This is an optimization exercise on Yosys and OpenROAD, whose aim is small area, a short achievable clock period and few clock cycles, not a production implementation. No run shown here included a check of the RTL's function; only the layout flow was run. No activity file was given, so power comes from the tool's default toggle rates.

[flow/flow/run.sh]
#!/bin/bash
set -euo pipefail
bash standard.sh SETUP_SLACK_MARGIN=6.8 'BUFFER_PORTS_ARGS=-buffer_cell sky130_fd_sc_hd__buf_4' finish > standard.log 2>&1
[flow/standard.sh]
#!/bin/bash
# synth_recipe.tcl (not shown) runs the flow's synth.tcl, then flattens the netlist and writes it again
# the make line also repeats each setting of config.mk as NAME=value (left out here)
make -C /OpenROAD-flow-scripts/flow DESIGN_CONFIG=/design/flow/config.mk WORK_HOME=/design/flow/orfs CLKGATE_MAP_FILE= SYNTH_SCRIPT=/design/flow/synth_recipe.tcl "${@:-finish}"
[flow/config.mk]
export PLATFORM = sky130hd
export DESIGN_NAME = hl_rx_core
export DESIGN_NICKNAME = hl_rx_core
export VERILOG_FILES = /design/flow/design.v
export SDC_FILE = /design/flow/constraint.sdc
export NUM_CORES = 4
export LEC_CHECK = 0
export CAP_MARGIN = 50
export CORE_MARGIN = 2
export CORE_UTILIZATION = 65
export CTS_CLUSTER_DIAMETER = 60
export CTS_CLUSTER_SIZE = 24
export PLACE_DENSITY = 0.75
export SLEW_MARGIN = 70
[flow/constraint.sdc]
create_clock -name core_clock -period 10.0 [get_ports {clk}]
set_input_delay 2.0000 -clock core_clock [delete_from_list [all_inputs] [get_ports {clk}]]
set_output_delay 2.0000 -clock core_clock [all_outputs]
set_load 0.01 [all_outputs]
[flow/design.v]
module hl_rx_core (
    input  wire        clk,
    input  wire        rst,           
    input  wire        cmd_valid,
    input  wire [31:0] cmd_word,
    output wire        cmd_ready,
    output reg         rsp_valid,
    output reg  [7:0]  rsp_status,
    output reg  [31:0] rsp_value,
    output reg  [7:0]  rsp_flags,
    output reg         frm_valid,
    output reg  [7:0]  frm_data
);
    localparam [7:0] OP_CRC_INIT    = 8'h01;
    localparam [7:0] OP_CRC_FEED    = 8'h02;
    localparam [7:0] OP_CRC_READ    = 8'h03;
    localparam [7:0] OP_RX_START    = 8'h20;
    localparam [7:0] OP_RX_APPEND   = 8'h21;
    localparam [7:0] OP_RX_SCAN     = 8'h22;
    localparam [7:0] OP_STATUS_READ = 8'h30;
    localparam [7:0] ST_OK          = 8'd0;
    localparam [7:0] ST_RX_OVERFLOW = 8'd6;
    localparam [7:0] ST_ILLEGAL_OP  = 8'd7;
    localparam [7:0] ST_RX_DONE     = 8'd9;
    function [15:0] crc_byte;
        input [15:0] r;
        input [7:0]  b;
        integer k;
        reg [15:0] c;
        reg [7:0]  d;
        begin
            c = r;
            d = b;
            for (k = 0; k < 8; k = k + 1) begin
                if ((c[0] ^ d[0]) == 1'b1)
                    c = (c >> 1) ^ 16'hA001;
                else
                    c = c >> 1;
                d = d >> 1;
            end
            crc_byte = c;
        end
    endfunction
    function [15:0] crc_drop;
        input [7:0] b;
        begin
            crc_drop = {8'h00, b} << 4 ^ {8'h00, b} << 6 ^ {8'h00, b} << 7;
        end
    endfunction
    reg [15:0] crc_reg;
    reg [8:0]  len;                  
    reg        loop_mode;
    reg        found;
    reg        done;
    reg        rxf_present;
    reg [9:1]  err_sticky;
    reg [7:0]  bank0 [0:127];
    reg [7:0]  bank1 [0:127];
    reg        act;                  
    reg [6:0]  und;                  
    reg [15:0] rcrc;                 
    reg [1:0]  nfr;                  
    reg [7:0]  pdisc;                
    reg [7:0]  stg;                  
    reg        app_p;                
    reg        feed_p;               
    reg        rdy;
    reg        eb;                   
    reg [6:0]  ecnt;                 
    assign cmd_ready = rdy;
    wire       accept = cmd_valid && rdy;
    wire [7:0] op     = cmd_word[7:0];
    wire [7:0] arg    = cmd_word[31:24];
    wire z16   = (cmd_word[23:8] == 16'h0000);
    wire a0    = (arg == 8'h00);
    wire a71   = (arg[7:1] == 7'h00);
    wire m_01  = (op == OP_CRC_INIT);
    wire m_02  = (op == OP_CRC_FEED);
    wire m_03  = (op == OP_CRC_READ);
    wire m_20  = (op == OP_RX_START);
    wire m_21  = (op == OP_RX_APPEND);
    wire m_22  = (op == OP_RX_SCAN);
    wire m_30  = (op == OP_STATUS_READ);
    wire legal = z16 && (((m_01 || m_03 || m_22 || m_30) && a0) ||
                         m_02 || m_21 || (m_20 && a71));
    wire l_crc   = !op[5];                       
    wire l_rx    = op[5] && !op[4];              
    wire l_stat  = op[4];                        
    wire l_init  = l_crc && !op[1];
    wire l_feed  = l_crc && op[1] && !op[0];
    wire l_read  = l_crc && op[1] && op[0];
    wire l_start = l_rx && !op[1] && !op[0];
    wire l_app   = l_rx && op[0];
    wire l_scan  = l_rx && op[1];
    wire acc_ok  = accept && legal;
    wire c_ill   = accept && !legal;
    wire c_init  = acc_ok && l_init;
    wire c_feed  = acc_ok && l_feed;
    wire c_start = acc_ok && l_start;
    wire c_app   = acc_ok && l_app;
    wire c_scan  = acc_ok && l_scan;
    wire full_buf  = (len == 9'd256);
    wire c_app_ok  = c_app && !done && !full_buf;
    wire c_app_ovf = c_app && !done && full_buf;
    wire c_scan_ok = c_scan && !done;
    wire c_rxdone  = (c_app || c_scan) && done;
    wire [7:0]  a_new  = act ? bank1[0]   : bank0[0];     
    wire [7:0]  a_old  = act ? bank1[126] : bank0[126];   
    wire [15:0] rstep  = crc_byte(rcrc, a_new);
    wire        full   = (und == 7'd127);
    wire        win_ok = full && ({stg, a_new} == ~rcrc);
    wire        dec_f  = app_p && win_ok;                 
    wire        dec_d  = app_p && full && !win_ok;        
    wire [6:0]  und_p1  = und + 7'd1;
    wire [6:0]  und_n   = !app_p ? und : !full ? und_p1 : win_ok ? 7'd0 : 7'd127;
    wire [1:0]  nfr_n   = dec_f ? nfr + 2'd1 : nfr;
    wire        act_n   = act ^ dec_f;
    wire [7:0]  pdisc_p1 = pdisc + 8'd1;
    wire [7:0]  pdisc_n = dec_d ? pdisc_p1 : pdisc;
    wire        nz      = (nfr != 2'd0) || dec_f;
    wire [15:0] crc_n   = feed_p ? crc_byte(crc_reg, stg) : crc_reg;
    wire [8:0]  len_p1  = len + 9'd1;
    wire        ebn = (nfr == 2'd1) ? !act : act;
    wire [7:0]  fb  = (nfr == 2'd1) ? (act ? bank0[127] : bank1[127]) :
                      (nfr == 2'd2) ? (act ? bank1[127] : bank0[127]) :
                                      (act ? bank1[126] : bank0[126]);
    wire sh0 = (app_p && !act) || (frm_valid && !eb);
    wire sh1 = (app_p &&  act) || (frm_valid &&  eb);
    integer i;
    always @(posedge clk) begin
        if (sh0) begin
            for (i = 127; i > 0; i = i - 1) bank0[i] <= bank0[i-1];
            bank0[0] <= stg;
        end
        if (sh1) begin
            for (i = 127; i > 0; i = i - 1) bank1[i] <= bank1[i-1];
            bank1[0] <= stg;
        end
    end
    wire last_fr = (nfr == 2'd1);
    wire strm    = frm_valid && (nfr != 2'd0);              
    wire rsp_end = strm && ecnt == 7'd1 && last_fr;          
    always @(posedge clk) begin
        stg <= arg;
        if (!frm_valid) begin
            frm_data <= fb;
            eb       <= ebn;
            ecnt     <= 7'd127;
        end else begin
            ecnt <= ecnt - 7'd1;
            if (ecnt == 7'd0) begin
                frm_data <= eb ? bank0[127] : bank1[127];
                eb       <= !eb;
            end else begin
                frm_data <= eb ? bank1[126] : bank0[126];
            end
        end
    end
    always @(posedge clk) begin
        if (app_p) begin
            if (und == 7'd0)
                rcrc <= 16'h0000;
            else if (dec_d)
                rcrc <= rstep ^ crc_drop(a_old);
            else
                rcrc <= rstep;
        end
    end
    wire [31:0] status_word = {err_sticky, 1'b0, 2'b00, rxf_present, 1'b0,
                               loop_mode, done, found, len};
    always @(posedge clk) begin
        if (rst) begin
            crc_reg     <= 16'h0000;
            len         <= 9'd0;
            loop_mode   <= 1'b0;
            found       <= 1'b0;
            done        <= 1'b0;
            rxf_present <= 1'b0;
            err_sticky  <= 9'h000;
            act         <= 1'b0;
            und         <= 7'd0;
            nfr         <= 2'd0;
            pdisc       <= 8'h00;
            app_p       <= 1'b0;
            feed_p      <= 1'b0;
            rdy         <= 1'b1;
            rsp_valid   <= 1'b0;
            frm_valid   <= 1'b0;
        end else begin
            app_p  <= c_app_ok;
            feed_p <= c_feed;
            act    <= act_n;
            crc_reg <= c_init ? 16'h0000 : crc_n;
            und     <= c_start ? 7'd0 : und_n;
            if (c_start || (c_scan_ok && !nz) || rsp_end)
                pdisc <= 8'h00;
            else
                pdisc <= pdisc_n;
            if (c_start)
                len <= 9'd0;
            else if (c_app_ok)
                len <= len_p1;
            else if (c_scan_ok)
                len <= {2'b00, und_n};
            if (c_start) begin
                loop_mode   <= arg[0];
                found       <= 1'b0;
                done        <= 1'b0;
                rxf_present <= 1'b0;
            end else if (c_scan_ok) begin
                found <= nz;
                if (!loop_mode && nz)
                    done <= 1'b1;
                if (nz)
                    rxf_present <= 1'b1;
            end
            if (c_ill)
                err_sticky[7] <= 1'b1;
            if (c_rxdone)
                err_sticky[9] <= 1'b1;
            if (c_app_ovf)
                err_sticky[6] <= 1'b1;
            if (!frm_valid || nfr == 2'd0) begin
                nfr       <= c_start ? 2'd0 : nfr_n;
                frm_valid <= c_scan_ok && nz;
                rdy       <= !(c_scan_ok && nz);
                rsp_valid <= accept && !(c_scan_ok && nz);
            end else begin
                if (ecnt == 7'd1)
                    nfr <= nfr - 2'd1;
                rdy       <= rsp_end;
                rsp_valid <= rsp_end;
            end
        end
    end
    wire ill = !legal;
    always @(posedge clk) begin
        if (strm) begin
            rsp_status <= ST_OK;
            rsp_flags  <= {6'h00, !loop_mode, 1'b1};
            rsp_value  <= {24'h0, pdisc};
        end else begin
            rsp_status <= ill ? ST_ILLEGAL_OP :
                          ((l_app || l_scan) && done) ? ST_RX_DONE :
                          (l_app && full_buf) ? ST_RX_OVERFLOW : ST_OK;
            rsp_flags  <= {6'h00, !ill && l_scan && !done && !loop_mode && nz,
                                  !ill && l_scan && !done && nz};
            rsp_value  <= ill ? cmd_word :
                          (({32{l_read}} & {16'h0000, ~crc_n}) |
                           ({32{l_stat}} & status_word) |
                           ({32{l_app && !done}} & (full_buf ? 32'd257 : {23'h0, len_p1})) |
                           ({32{l_scan && !done}} & {24'h0, pdisc_n}));
        end
    end
endmodule
==> results of run 1 <==
==> cell usage in the layout (no fill, tap or decap), types with 9 or more instances in the layout <==
| cell type | instances |
|---|---|
| edfxtp_1 | 2065 |
| clkbuf_16 | 123 |
| nor2_1 | 69 |
| buf_6 | 64 |
| nand2_1 | 62 |
| buf_4 | 61 |
| dfxtp_1 | 58 |
| dfxtp_2 | 51 |
| xnor2_1 | 49 |
| a21oi_1 | 39 |
| buf_12 | 29 |
| and3_1 | 28 |
| o21ai_0 | 27 |
| xor2_1 | 24 |
| mux2i_1 | 23 |
| nand3_1 | 19 |
| buf_16 | 17 |
| inv_1 | 16 |
| clkinv_1 | 15 |
| clkbuf_1 | 15 |
| buf_8 | 15 |
| nor3_1 | 14 |
| o22ai_1 | 11 |
| clkinv_2 | 10 |
| conb_1 | 10 |
| clkinv_4 | 10 |
| nor4_1 | 9 |
| ha_1 | 9 |
==> critical path, delay by kind of cell <==
kind | cells | cell delay, ns
simple gates | 4 | 1.23
compound gates | 2 | 0.34
buf+inv | 3 | 0.40
==> per-stage QoR <==
step | utilization (%) | setup WS, ns | cell area [sq um] | total power [uW]
6_report | 73.7 | 6.60 | 77300 | 15400
5_1_grt | 73.7 | 6.56 | 77300 | 15800
4_1_cts | 73.2 | 6.62 | 76900 | 15600
3_5_place_dp | 68.8 | 5.47 | 72200 | 10100
3_3_place_gp | 67.7 | 4.99 | 71100 | 10100
2_1_floorplan | - | -7.90 | 68700 | 10100
==> logic make-up after synthesis <==
| family | after synthesis |
|---|---|
| buffers and inverters | 67 |
| other | 1 |
| XOR/XNOR | 83 |
| adder cells (fa/ha/maj) | 10 |
| AO/OA/AOI/OAI | 160 |
| AND/OR/NAND/NOR | 289 |
| flip-flops | 2180 |
| multiplexers | 39 |
==> final timing paths <==
path,to,cells past startpoint,slack [ns],startpoint
setup / recovery,len[5]$_SDFFE_PP0P_,9,6.60,cmd_word[31]
hold / removal,bank1[13][2]$_DFFE_PP_,0,0.40,bank1[12][2]$_DFFE_PP_
setup reg to reg,bank0[99][6]$_DFFE_PP_,8,6.89,frm_valid$_SDFFE_PP0N_
hold reg to reg,bank1[13][2]$_DFFE_PP_,0,0.40,bank1[12][2]$_DFFE_PP_
==> power by group <==
group          internal [uW]  switching [uW]
logic                   52.0            50.3
clock network           2550            2920
registers               9830            14.7
==> timing repair <==
item,4_1_cts,5_1_grt
gates resized for setup,137,34
pin swaps,27,25
endpoints found under the setup margin,123,304
cloned,1,0
hold endpoints to repair,0,0
buffers inserted,27,16
==> per-layer routing <==
metal	track usage (%)	part of all wire, %	vias up
met5	0	0	-
li1	-	-	11700
met3	3.71	5.9	145
met1	30.8	45	13400
met2	30.4	47	652
met4	4.80	1.8	0
==> final cells by class <==
class	instances	area, sq um	share of cell area [%]
repair buffers	201	2540	3.28
well taps	1391	1740	2.25
flip-flops and latches	2180	64400	83.3
inverters	18	70.1	0.0906
clock inverters	76	873	1.13
clock buffers	138	3130	4.05
multi-input cells	592	4580	5.92
==> summary.md, run 1 <==
| Metric | Value |
|---|---|
| Synth area leader | `edfxtp_1` |
| Cells after Synth | `2,829` |
| Clock root cell | `clkbuf_16` |
| Synth Area in Compound Gates | `1.59%` |
| CP Capture Type | `register` |
| Global-route wire length before repair | `161,000 um` |
| Hold_ws | `0.399 ns` |
| Arr. time, crit path | `3.99 ns` |
| WL final | `106,000 um` |
| Post-DP HPWL | `53,900 um` |
| Crit path max fanout | `7` |
| Synth Area in Adders | `0.182%` |
| Final #Nets | `3,159` |
| Leading cell types by count after synthesis | `edfxtp_1, dfxtp_1, nor2_1` |
| IR drop worst, VDD | `211 uV` |
| CTS tree | `built` |
| Gr ovfl total | `0` |
| Detailed Route Iter0 Violations | `2,615` |
| Routed vias | `25.9k` |
| Bufs on Longest Clock Path | `3` |
| Seq cells post-synth | `2,180` |
| Leak Pwr | `0.0200 uW` |
| Initial DRT Pass Iterations | `5` |
| Fraction of registers with async set/reset | `0%` |
| Core ar. | `0.105 sq mm` |
| Peak per-stage delay on the critical path | `0.53 ns` |
| Die Area | `0.108 sq mm` |
| Syn Area/Cell | `24.3 sq um` |
| Layout cells sized above 1 | `16.9%` |
| Setup TNS | `0 ns` |
| Seq/Total Area, Yosys | `93.7%` |
| Status | `timing/DRC/antenna clean` |
| CTS Sinks | `2,180` |
| DRC | `0` |
| Initial antenna violation count | `0` |
| CTS H-tree depth | `3` |
| Synth warn | `3` |
| I/O pin cnt | `94` |
| Worst path cell trace | `buf_6, or4_4, o41ai_4, nor3b_4, buf_12, and4_4, or2_4, buf_6, o22ai_2` |
| Post-Synth XOR/XNOR Area | `1.16%` |
| Row count | `119` |
| Number of port buffers | `83` |
| Total GRT Usage | `19.9%` |
| Synth area leaders | `edfxtp_1, dfxtp_1, xnor2_1` |
| Finished Layout Cells | `4,596` |
| Worst-skew pair later-pin latency | `0.74 ns` |
| Final setup violation count | `0` |
| Vias in the first global route | `26.2k` |
| Vias per inst | `5.65` |
| Data required, critical path | `10.59 ns` |
| Number of synthesized flops with an enable pin | `2,065` |
| Cts hold-fix bufs | `0` |
| Top-count cell post-synth | `edfxtp_1` |
| Max-cap violations | `0` |
| Simple-gate share of the synthesized area | `2.21%` |
| Largest net degree at the start of global routing | `70` |
| RSZ-0062 raised after global routing | `yes` |
| F_max | `0.294 GHz` |
| Die width | `329 um` |
| Layout fillers | `5,660` |
| PD cells | `199 mW/mm^2` |
| Mux share of post-synthesis cell area | `0.716%` |
| CP Launch Type | `input pin` |
| Diodes inserted | `0` |
| Crit-path slowest cell | `or4_4` |
| DRT antenna net count | `0` |
| Main synth FF type | `edfxtp_1` |
| Crit path top cell by count | `buf_6` |
| Routed len/inst | `23.1 um` |
| Largest family of logic cells by synthesized area | `simple AND/OR/NAND/NOR gates` |
| Dpl cells | `4,331` |
| Area share of the largest cell type after synthesis | `90.3%` |
| Initial Utilization | `65.4%` |
| Synthesized cell area | `0.0687 sq mm` |
| Area grow syn2layout | `12.6%` |
| Clock Skew | `0.0419 ns` |
| Unique cell type count in the Yosys netlist | `77` |
| Fin. max-slew vios | `0` |
| Die H | `329 um` |
| Worst-path clk slew | `0.09 ns` |
| GPL Wtd Cong | `0.846` |
| Post-layout minimum cycle time | `3.40 ns` |
| Hold Vio Cnt, Final | `0` |
| Worst min path class | `register to register` |
| Cts bufs inserted | `121` |
| Top Registers | `bank0 x1024, bank1 x1024, rsp_value x32` |
| Crit Path Class | `input pin to register` |
| Final Cycle Share | `34.0%` |
==> run 2, diff against run 1 <==
--- a/flow/design.v
+++ b/flow/design.v
@@ -72,25 +72,10 @@
     wire [7:0] op     = cmd_word[7:0];
     wire [7:0] arg    = cmd_word[31:24];
-    wire z16   = (cmd_word[23:8] == 16'h0000);
-    wire a0    = (arg == 8'h00);
-    wire a71   = (arg[7:1] == 7'h00);
-    wire m_01  = (op == OP_CRC_INIT);
-    wire m_02  = (op == OP_CRC_FEED);
-    wire m_03  = (op == OP_CRC_READ);
-    wire m_20  = (op == OP_RX_START);
-    wire m_21  = (op == OP_RX_APPEND);
-    wire m_22  = (op == OP_RX_SCAN);
-    wire m_30  = (op == OP_STATUS_READ);
-    wire legal = z16 && (((m_01 || m_03 || m_22 || m_30) && a0) ||
-                         m_02 || m_21 || (m_20 && a71));
-    wire l_crc   = !op[5];                       
-    wire l_rx    = op[5] && !op[4];              
-    wire l_stat  = op[4];                        
-    wire l_init  = l_crc && !op[1];
-    wire l_feed  = l_crc && op[1] && !op[0];
-    wire l_read  = l_crc && op[1] && op[0];
-    wire l_start = l_rx && !op[1] && !op[0];
-    wire l_app   = l_rx && op[0];
-    wire l_scan  = l_rx && op[1];
+    wire legal, l_init, l_feed, l_read, l_start, l_app, l_scan, l_stat;
+    hl_rx_dec u_dec (
+        .w(cmd_word), .legal(legal), .l_init(l_init), .l_feed(l_feed),
+        .l_read(l_read), .l_start(l_start), .l_app(l_app), .l_scan(l_scan),
+        .l_stat(l_stat)
+    );
     wire acc_ok  = accept && legal;
     wire c_ill   = accept && !legal;
@@ -254,2 +239,37 @@
     end
 endmodule
+module hl_rx_dec (
+    input  wire [31:0] w,
+    output wire        legal,
+    output wire        l_init,
+    output wire        l_feed,
+    output wire        l_read,
+    output wire        l_start,
+    output wire        l_app,
+    output wire        l_scan,
+    output wire        l_stat
+);
+    wire [7:0] op  = w[7:0];
+    wire [7:0] arg = w[31:24];
+    wire z16  = (w[23:8] == 16'h0000);
+    wire a0   = (arg == 8'h00);
+    wire a71  = (arg[7:1] == 7'h00);
+    wire m_01 = (op == 8'h01);
+    wire m_02 = (op == 8'h02);
+    wire m_03 = (op == 8'h03);
+    wire m_20 = (op == 8'h20);
+    wire m_21 = (op == 8'h21);
+    wire m_22 = (op == 8'h22);
+    wire m_30 = (op == 8'h30);
+    assign legal = z16 && (((m_01 || m_03 || m_22 || m_30) && a0) ||
+                           m_02 || m_21 || (m_20 && a71));
+    wire l_crc = !op[5];                         
+    wire l_rx  = op[5] && !op[4];                
+    assign l_stat  = op[4];                      
+    assign l_init  = l_crc && !op[1];
+    assign l_feed  = l_crc && op[1] && !op[0];
+    assign l_read  = l_crc && op[1] && op[0];
+    assign l_start = l_rx && !op[1] && !op[0];
+    assign l_app   = l_rx && op[0];
+    assign l_scan  = l_rx && op[1];
+endmodule
--- a/flow/config.mk
+++ b/flow/config.mk
@@ -8,7 +8,9 @@
 export CAP_MARGIN = 50
 export CORE_MARGIN = 2
-export CORE_UTILIZATION = 65
-export CTS_CLUSTER_DIAMETER = 60
-export CTS_CLUSTER_SIZE = 24
-export PLACE_DENSITY = 0.75
+export CORE_UTILIZATION = 60
+export CTS_CLUSTER_DIAMETER = 100
+export CTS_CLUSTER_SIZE = 30
+export PLACE_DENSITY = 0.7
 export SLEW_MARGIN = 70
+export SYNTH_HIERARCHICAL = 1
+export SYNTH_MINIMUM_KEEP_SIZE = 0
==> summary.md, run 2 <==
| Metric | Value |
|---|---|
| Status | `timing/DRC/antenna clean` |
| WL met1 | `46,500 um (-3.3%)` |
| F_max | `0.280 GHz (-4.8%)` |
| Syn Area/Cell | `24.3 sq um (about the same)` |
| Crit path max fanout | `5 (-2)` |
| Largest net degree at the start of global routing | `68 (-2.9%)` |
| Crit Path Class | `input pin to register` |
| Arr. time, crit path | `4.19 ns (+0.20 ns)` |
| Initial DRT Pass Iterations | `5 (unchanged)` |
| Clock Skew | `0.0293 ns (-0.0125 ns)` |
| Hold depth | `0 (unchanged)` |
| Routed vias | `25.0k (-3.8%)` |
| Layout cells sized above 1 | `15.9% (-1.0 points)` |
| R2r worst-path depth | `9 (+1)` |
| Cts hold-fix bufs | `0 (unchanged)` |
| Slew @ Worst Pin | `0.463 ns` |
| Fraction of registers with async set/reset | `0% (unchanged)` |
| Vias per inst | `5.39 (-4.5%)` |
| I/O pin cnt | `94 (unchanged)` |
| Seq/Total Area, Yosys | `93.6% (about the same)` |
| Seq cells post-synth | `2,180 (unchanged)` |
| Vias in the first global route | `24.2k (-7.7%)` |
| Number of synthesized flops with an enable pin | `2,065 (unchanged)` |
| Synthesized cell area | `0.0687 sq mm (about the same)` |
| Detailed Route Iter0 Violations | `2,120 (-19%)` |
| IR drop worst, VDD | `134 uV (-36%)` |
| Post-layout minimum cycle time | `3.57 ns (+0.171 ns)` |
| Area grow syn2layout | `11.1%` |
| Die width | `342 um (+4.1%)` |
| PD cells | `184 mW/mm^2 (-7.8%)` |
| Data required, critical path | `10.62 ns (+0.03 ns)` |
| Leading cell types by count after synthesis | `edfxtp_1, dfxtp_1, nor2_1` |
| Commonest cells after routing, fill and taps aside | `edfxtp_1, clkbuf_16, dfxtp_1, nor2_1, buf_4` |
| Synth area leader | `edfxtp_1` |
| Fin. max-slew vios | `0 (unchanged)` |
| Bufs on Longest Clock Path | `3 (unchanged)` |
| Worst-path clk slew | `0.11 ns (+0.02 ns)` |
| Synth warn | `9 (+6)` |
| Final setup violation count | `0 (unchanged)` |
| Initial antenna violation count | `1 (+1)` |
| Die Area | `0.117 sq mm (+8.3%)` |
| Routed len/inst | `20.6 um (-11%)` |
| Leak Pwr | `0.0193 uW (-3.5%)` |
| Worst-skew pair later-pin latency | `0.71 ns (-0.03 ns)` |
| Setup TNS | `0 ns (unchanged)` |
| Top-count cell post-synth | `edfxtp_1` |
| Hold Vio Cnt, Final | `0 (unchanged)` |
| CTS Sinks | `2,180 (unchanged)` |
| WL met2 | `41,100 um (-18%)` |
| Row count | `124 (+4.2%)` |
| Layout fillers | `7,057 (+25%)` |
| Final Cycle Share | `35.7% (+1.7 points)` |
| Final #Nets | `3,129 (-0.95%)` |
| Worst slew margin | `68.2%` |
| Clock root cell | `clkbuf_16` |
| CTS tree | `built` |
| DRC | `0 (unchanged)` |
| Gr ovfl total | `0 (unchanged)` |
| Initial Utilization | `60.3% (-5.1 points)` |
| RSZ-0062 raised after global routing | `yes` |
| CP Capture Type | `register` |
| GPL Wtd Cong | `0.828 (-2.1%)` |
| Unique cell type count in the Yosys netlist | `68 (-12%)` |
| Most common library cell in the layout ignoring fill and taps | `edfxtp_1` |
| Worst min path class | `register to register` |
| CP Launch Type | `input pin` |
| Hold_ws | `0.414 ns (+0.0150 ns)` |
| Met3 Wirelength | `6140 um (-1.6%)` |
| Core ar. | `0.114 sq mm (+8.5%)` |
| CTS H-tree depth | `3 (unchanged)` |
| Global-route wire length before repair | `145,000 um (-10%)` |
| Cts bufs inserted | `83 (-31%)` |
| Cells after Synth | `2,829 (unchanged)` |
| Die H | `342 um (+4.1%)` |
| DRT antenna net count | `0 (unchanged)` |
| Total GRT Usage | `16.2% (-3.7 points)` |
| Top Registers | `bank0 x1024, bank1 x1024, rsp_value x32` |
| Synth area leaders | `edfxtp_1, dfxtp_1, xnor2_1` |
| Max-cap violations | `0 (unchanged)` |
| Area share of the largest cell type after synthesis | `90.3% (about the same)` |
| Main synth FF type | `edfxtp_1` |
| WL final | `95,300 um (-10%)` |
| Top sig layer | `met4` |
| Post-DP HPWL | `53,300 um (-1.1%)` |
| Number of port buffers | `83 (unchanged)` |
[run 2: metrics by stage]
| stage | cells | total power (uW) | utilization, % | setup slack (ns) | instance area (sq um) |
|---|---|---|---|---|---|
| after floorplan | 2838 | 10100 | - | -8.04 | 68800 |
| after global placement | 4402 | 10100 | 62.6 | 3.93 | 71200 |
| after detailed placement | 4445 | 10100 | 63.6 | 4.99 | 72400 |
| after CTS | 4604 | 14200 | 66.4 | 6.43 | 75700 |
| after global routing | 4631 | 14500 | 67.0 | 6.40 | 76300 |
| final | 4633 | 14000 | 67.0 | 6.43 | 76300 |
[run 2: worst paths after layout]
path | from | end | slack [ns]
worst max-delay path | cmd_word[25] | len[5]$_SDFFE_PP0P_ | 6.43
worst min-delay path | bank0[69][3]$_DFFE_PP_ | bank0[70][3]$_DFFE_PP_ | 0.41
worst max register to register | frm_valid$_SDFFE_PP0N_ | bank0[78][6]$_DFFE_PP_ | 6.95
worst min register to register | bank0[69][3]$_DFFE_PP_ | bank0[70][3]$_DFFE_PP_ | 0.41
[run 2: metal layers]
metal  vias to the layer above  global-route usage (%)
li1                      11600                       -
met1                     12900                    26.5
met2                       387                    22.2
met3                        99                    3.91
met4                         0                    4.20
met5                         -                       0
[run 2: power by group]
part / internal, uW / switching, uW / leakage [uW]
Sequential: 9830 / 10.1 / 0.0152
Combinational: 47.2 / 48.2 / 0.00295
Clock: 1650 / 2450 / 0.00116
Total: 11500 / 2510 / 0.0193
[run 2: cell families (layout without fill, tap and decap cells)]
logic type	after synthesis	count (layout)	synth area share (%)
other	1	12	0.00546
muxes	51	51	0.905
DFF	2180	2180	93.6
AOI/OAI and AO/OA	170	171	1.55
xor gates and xnor gates	82	82	1.20
and+or+nand+nor	270	270	2.07
adders and majority gates	11	11	0.200
buffers and inverters	64	344	0.450
[run 2: critical path, cell delays in order]
cell	delay, ns
buf_6	0.10
or4_4	0.54
nor4_4	0.17
o21ai_2	0.11
a21oi_4	0.18
buf_6	0.14
and3_4	0.25
nand2_8	0.08
or3_4	0.40
a221oi_2	0.21
[run 2: final cells by class]
cell class | instances | area (sq um) | share of cell area, %
clock inverter | 10 | 149 | 0.195
timing repair buffer | 211 | 2750 | 3.61
inverter | 12 | 53.8 | 0.0705
sequential | 2180 | 64400 | 84.3
antenna | 2 | 5.00 | 0.00656
multi-input combinational | 595 | 4860 | 6.36
clock buffer | 111 | 2250 | 2.94
tap | 1512 | 1890 | 2.48
[run 2: Yosys stat by module (local to each module, per instance)]
module / flip-flops and latches / copies in the design / cells
hl_rx_core: 2180 / 1 / 2803
hl_rx_dec: 0 / 1 / 26
[run 2: repair_timing]
item / 4_1_cts / 5_1_grt
gates cloned: 3 / 4
gates resized for setup: 155 / 71
setup endpoints to repair: 396 / 204
pin swaps: 27 / 37
buffers inserted: 35 / 19

port drivers added, routing unchanged:
How much do the figures lean on ideal ports? The routed layouts below were timed once more, with nothing changed but the port constraints.
Step 1 (the two cells are an assumption about what drives the block):
set clk [get_ports {clk}]
set_driving_cell -lib_cell sky130_fd_sc_hd__clkbuf_16 $clk
set_driving_cell -lib_cell sky130_fd_sc_hd__buf_2 [delete_from_list [all_inputs] $clk]
Step 2, shift: input delay + t, output delay - t, t = (earliest + latest rising clock arrival at the registers) / 2. This alone moves slack from input paths to output paths.
a / b / c = ideal ports / drivers / drivers and shift; a / b = the first two.
| run | shift t [ns] | setup WS [ns] | worst register clock-pin slew, ns | cell pins on the clock port's net |
|---|---|---|---|---|
| run 1 | 0.790 | 6.597 / 6.617 / 5.845 | 0.10 / 0.10 | 1 |
| run 2 | 0.770 | 6.426 / 6.469 / 5.700 | 0.11 / 0.11 | 1 |
After both steps setup and hold are still met in every run listed. The setup slack of run 1, which loses most, moves by +0.020 ns with the drivers and by -0.752 ns with both steps.
